This is an optimization exercise on Yosys and OpenROAD, whose aim is small area, not a production implementation.
Function was checked by simulation only, so behaviour that the tests miss may differ from the original.
Power is estimated from default activity; no workload was simulated.

Design periph, start of the top module:
module periph (
    input  wire        clk,
    input  wire        rst_n,
    input  wire        hreq,
    input  wire        hwrite,
    input  wire [1:0]  hsize,       
    input  wire [31:0] haddr,
    input  wire [31:0] hwdata,
    output wire        hready,
    output wire [31:0] hrdata,
    output wire [1:0]  hfault,
    output wire        scl_o,
    output wire        sda_o,
    input  wire        sda_p,
    output wire [13:0] fl_raddr,
    input  wire [31:0] fl_rdata,
    output wire [13:0] fl_waddr,
    output wire        fl_we,
    output wire [3:0]  fl_wstrb,
    output wire [31:0] fl_wdata,
    output wire        fl_erase_page,
    output wire        fl_erase_all
);
Size in the first run: about 990 cells after synthesis, roughly 0.0093 mm2 of cells after synthesis.
Settings: LEC_CHECK=0, CAP_MARGIN=20, CORE_MARGIN=2, CORE_UTILIZATION=40, SLEW_MARGIN=20; clock period 10.0 ns.
standard.sh (not shown) runs the stock make flow with config.mk's settings and CLKGATE_MAP_FILE= SYNTH_SCRIPT=/design/flow/synth_recipe.tcl, a recipe that flattens the netlist after the stock synthesis.
==> flow/flow/run.sh <==
#!/bin/bash
# Layout flow: the standard layout on the standard synthesis, with
#  - the combinational logic of that synthesis re-mapped by ABC for area
#    (flip-flops untouched, same cells and names),
#  - the smallest buffer on every port,
#  - a clock tree of smaller buffers.
set -euo pipefail
cd "$(dirname "$0")/.."
W=$(pwd)
RES=$W/orfs/results/sky130hd/periph/base
LIB=$FLOW_HOME/platforms/sky130hd/lib/sky130_fd_sc_hd__tt_025C_1v80.lib
YOSYS=$(command -v yosys || echo $FLOW_HOME/../tools/install/yosys/bin/yosys)

export BUFFER_PORTS_ARGS="-buffer_cell sky130_fd_sc_hd__buf_1"
export CTS_ARGS="-sink_clustering_enable -repair_clock_nets -dont_use_dummy_load -buf_list sky130_fd_sc_hd__clkbuf_4 -sink_clustering_size 10 -sink_clustering_max_diameter 40"

bash standard.sh synth > flow_synth.log 2>&1

cp $RES/1_2_yosys.v $W/flow/std_1_2_yosys.v.txt
# several ABC scripts; keep the smallest netlist
best=""; best_area=""
for abc in flow/abc_*.abc; do
  n=$(basename $abc .abc)
  mkdir -p flow/$n
  sed -e "s|LIBFILE|$LIB|g" -e "s|NETLIST|$W/flow/std_1_2_yosys.v.txt|" \
      -e "s|ABCSCRIPT|$W/$abc|" -e "s|OUTFILE|$W/flow/$n/remap.v|" \
      flow/remap.ys > flow/$n/remap_run.ys
  if (cd flow/$n && $YOSYS -s remap_run.ys) > flow_remap_$n.log 2>&1; then
    a=$(grep "Chip area for module" flow/$n/post_stat.txt | grep -v sky130 | head -1 | awk '{print $NF}')
    echo "$n $a" >> flow_remap_areas.log
    if [[ -n "$a" ]] && { [[ -z "$best_area" ]] || python3 -c "import sys; sys.exit(0 if $a < $best_area else 1)"; }; then
      best=$n; best_area=$a
    fi
  fi
done
echo "best $best $best_area" >> flow_remap_areas.log
cp flow/$best/remap.v $RES/1_2_yosys.v
rm -f $RES/1_synth.odb $RES/1_synth.sdc

bash standard.sh > flow_layout.log 2>&1
==> flow/flow/abc_a2.abc <==
strash
dch -f
amap
mfs2
strash
dch -f
amap
mfs2
strash
dch -f
amap
topo
==> flow/flow/abc_a3.abc <==
strash
dch -f
amap
mfs2
strash
dch -f
amap
mfs2
strash
dch -f
amap
mfs2
strash
dch -f
amap
topo
==> flow/flow/abc_a5.abc <==
strash
dch -f
amap
mfs2
strash
dch -f
amap
mfs2
strash
dch -f
amap
mfs2
strash
dch -f
amap
mfs2
strash
dch -f
amap
mfs2
strash
dch -f
amap
topo
==> flow/flow/abc_a6.abc <==
strash
dch -f
amap
mfs2
strash
dch -f
amap
mfs2
strash
dch -f
amap
mfs2
strash
dch -f
amap
mfs2
strash
dch -f
amap
mfs2
strash
dch -f
amap
mfs2
strash
dch -f
amap
topo
==> flow/flow/abc_ad3.abc <==
strash
dc2
strash
dch -f
amap
mfs2
strash
dch -f
amap
mfs2
strash
dch -f
amap
mfs2
strash
dch -f
amap
topo
==> flow/flow/abc_an4.abc <==
strash
dch
amap
mfs2
strash
dch
amap
mfs2
strash
dch
amap
mfs2
strash
dch
amap
mfs2
strash
dch -f
amap
topo
==> flow/flow/abc_m6.abc <==
strash
dch -f
map -a
mfs2
strash
dch -f
map -a
mfs2
strash
dch -f
map -a
mfs2
strash
dch -f
map -a
mfs2
strash
dch -f
map -a
mfs2
strash
dch -f
map -a
topo
==> flow/flow/abc_ma3.abc <==
strash
dch -f
map -a
mfs2
strash
dch -f
map -a
mfs2
strash
dch -f
map -a
mfs2
strash
dch -f
amap
topo
==> flow/flow/abc_md6.abc <==
strash
dc2
strash
dch -f
map -a
mfs2
strash
dch -f
map -a
mfs2
strash
dch -f
map -a
mfs2
strash
dch -f
map -a
mfs2
strash
dch -f
map -a
mfs2
strash
dch -f
map -a
topo
Other scripts of this flow, unchanged in this note and not shown: flow/flow/remap.ys
Next try:
==> flow/flow/abc_a2.abc (replaced) <==
strash
dch -f
map -a
mfs2
strash
dch -f
map -a
topo
==> flow/flow/abc_a3.abc (replaced) <==
strash
dch -f
map -a
mfs2
strash
dch -f
map -a
mfs2
strash
dch -f
map -a
topo
==> flow/flow/abc_a4.abc (new file) <==
strash
dch -f
map -a
mfs2
strash
dch -f
map -a
mfs2
strash
dch -f
map -a
mfs2
strash
dch -f
map -a
topo
==> flow/flow/abc_a6.abc (replaced) <==
strash
dch -f
map -a
mfs2
strash
dch -f
map -a
mfs2
strash
dch -f
map -a
mfs2
strash
dch -f
map -a
mfs2
strash
dch -f
map -a
mfs2
strash
dch -f
map -a
topo
==> flow/flow/abc_d4.abc (new file) <==
strash
dc2
strash
dch -f
map -a
mfs2
strash
dch -f
map -a
mfs2
strash
dch -f
map -a
mfs2
strash
dch -f
map -a
topo
==> flow/flow/abc_d6.abc (new file) <==
strash
dc2
strash
dch -f
map -a
mfs2
strash
dch -f
map -a
mfs2
strash
dch -f
map -a
mfs2
strash
dch -f
map -a
mfs2
strash
dch -f
map -a
mfs2
strash
dch -f
map -a
topo
removed: flow/flow/abc_a5.abc
removed: flow/flow/abc_ad3.abc
removed: flow/flow/abc_an4.abc
removed: flow/flow/abc_m6.abc
removed: flow/flow/abc_ma3.abc
removed: flow/flow/abc_md6.abc
Fmax is lower by 0.96%.
Clock power rose by about 9%.
Setup slack got worse by 54 ps.
Final area grows by 1.5%.
Routed wire length rises by 1.7%.
Hold slack is worse by 3.6 ps.
Synthesized cell count rises by about 14%.
Critical path depth does not change.
Total power climbs by about 2%.
Sequential share of layout area shrinks by 0.70 points.

[port drivers added, routing unchanged]
The flow's constraints put no driver on any port. The routed layouts listed below were extracted and timed again, unchanged, in two steps. Step 1, drivers: a clkbuf_16 drives clk and a buf_2 each remaining input, both assumed. Step 2 moves the port delays by t, midway between the first and last clock arrival at a register: inputs arrive t later, outputs are due t later. That takes back most of the time a late clock gives input paths. a / b / c = no drivers / after step 1 / after step 2; a / b = the first two.
run | shift t [ns] | setup WS [ns] | worst data-port slew with drivers (ns)
the first run | 0.722 | 4.406 / 4.381 / 4.366 | 0.07
the second run | 0.662 | 4.352 / 4.324 / 4.324 | 0.05
After both steps every run listed still meets setup and hold. The setup slack of the first run, which loses most, moves by -0.025 ns with the drivers and by -0.040 ns with both steps.
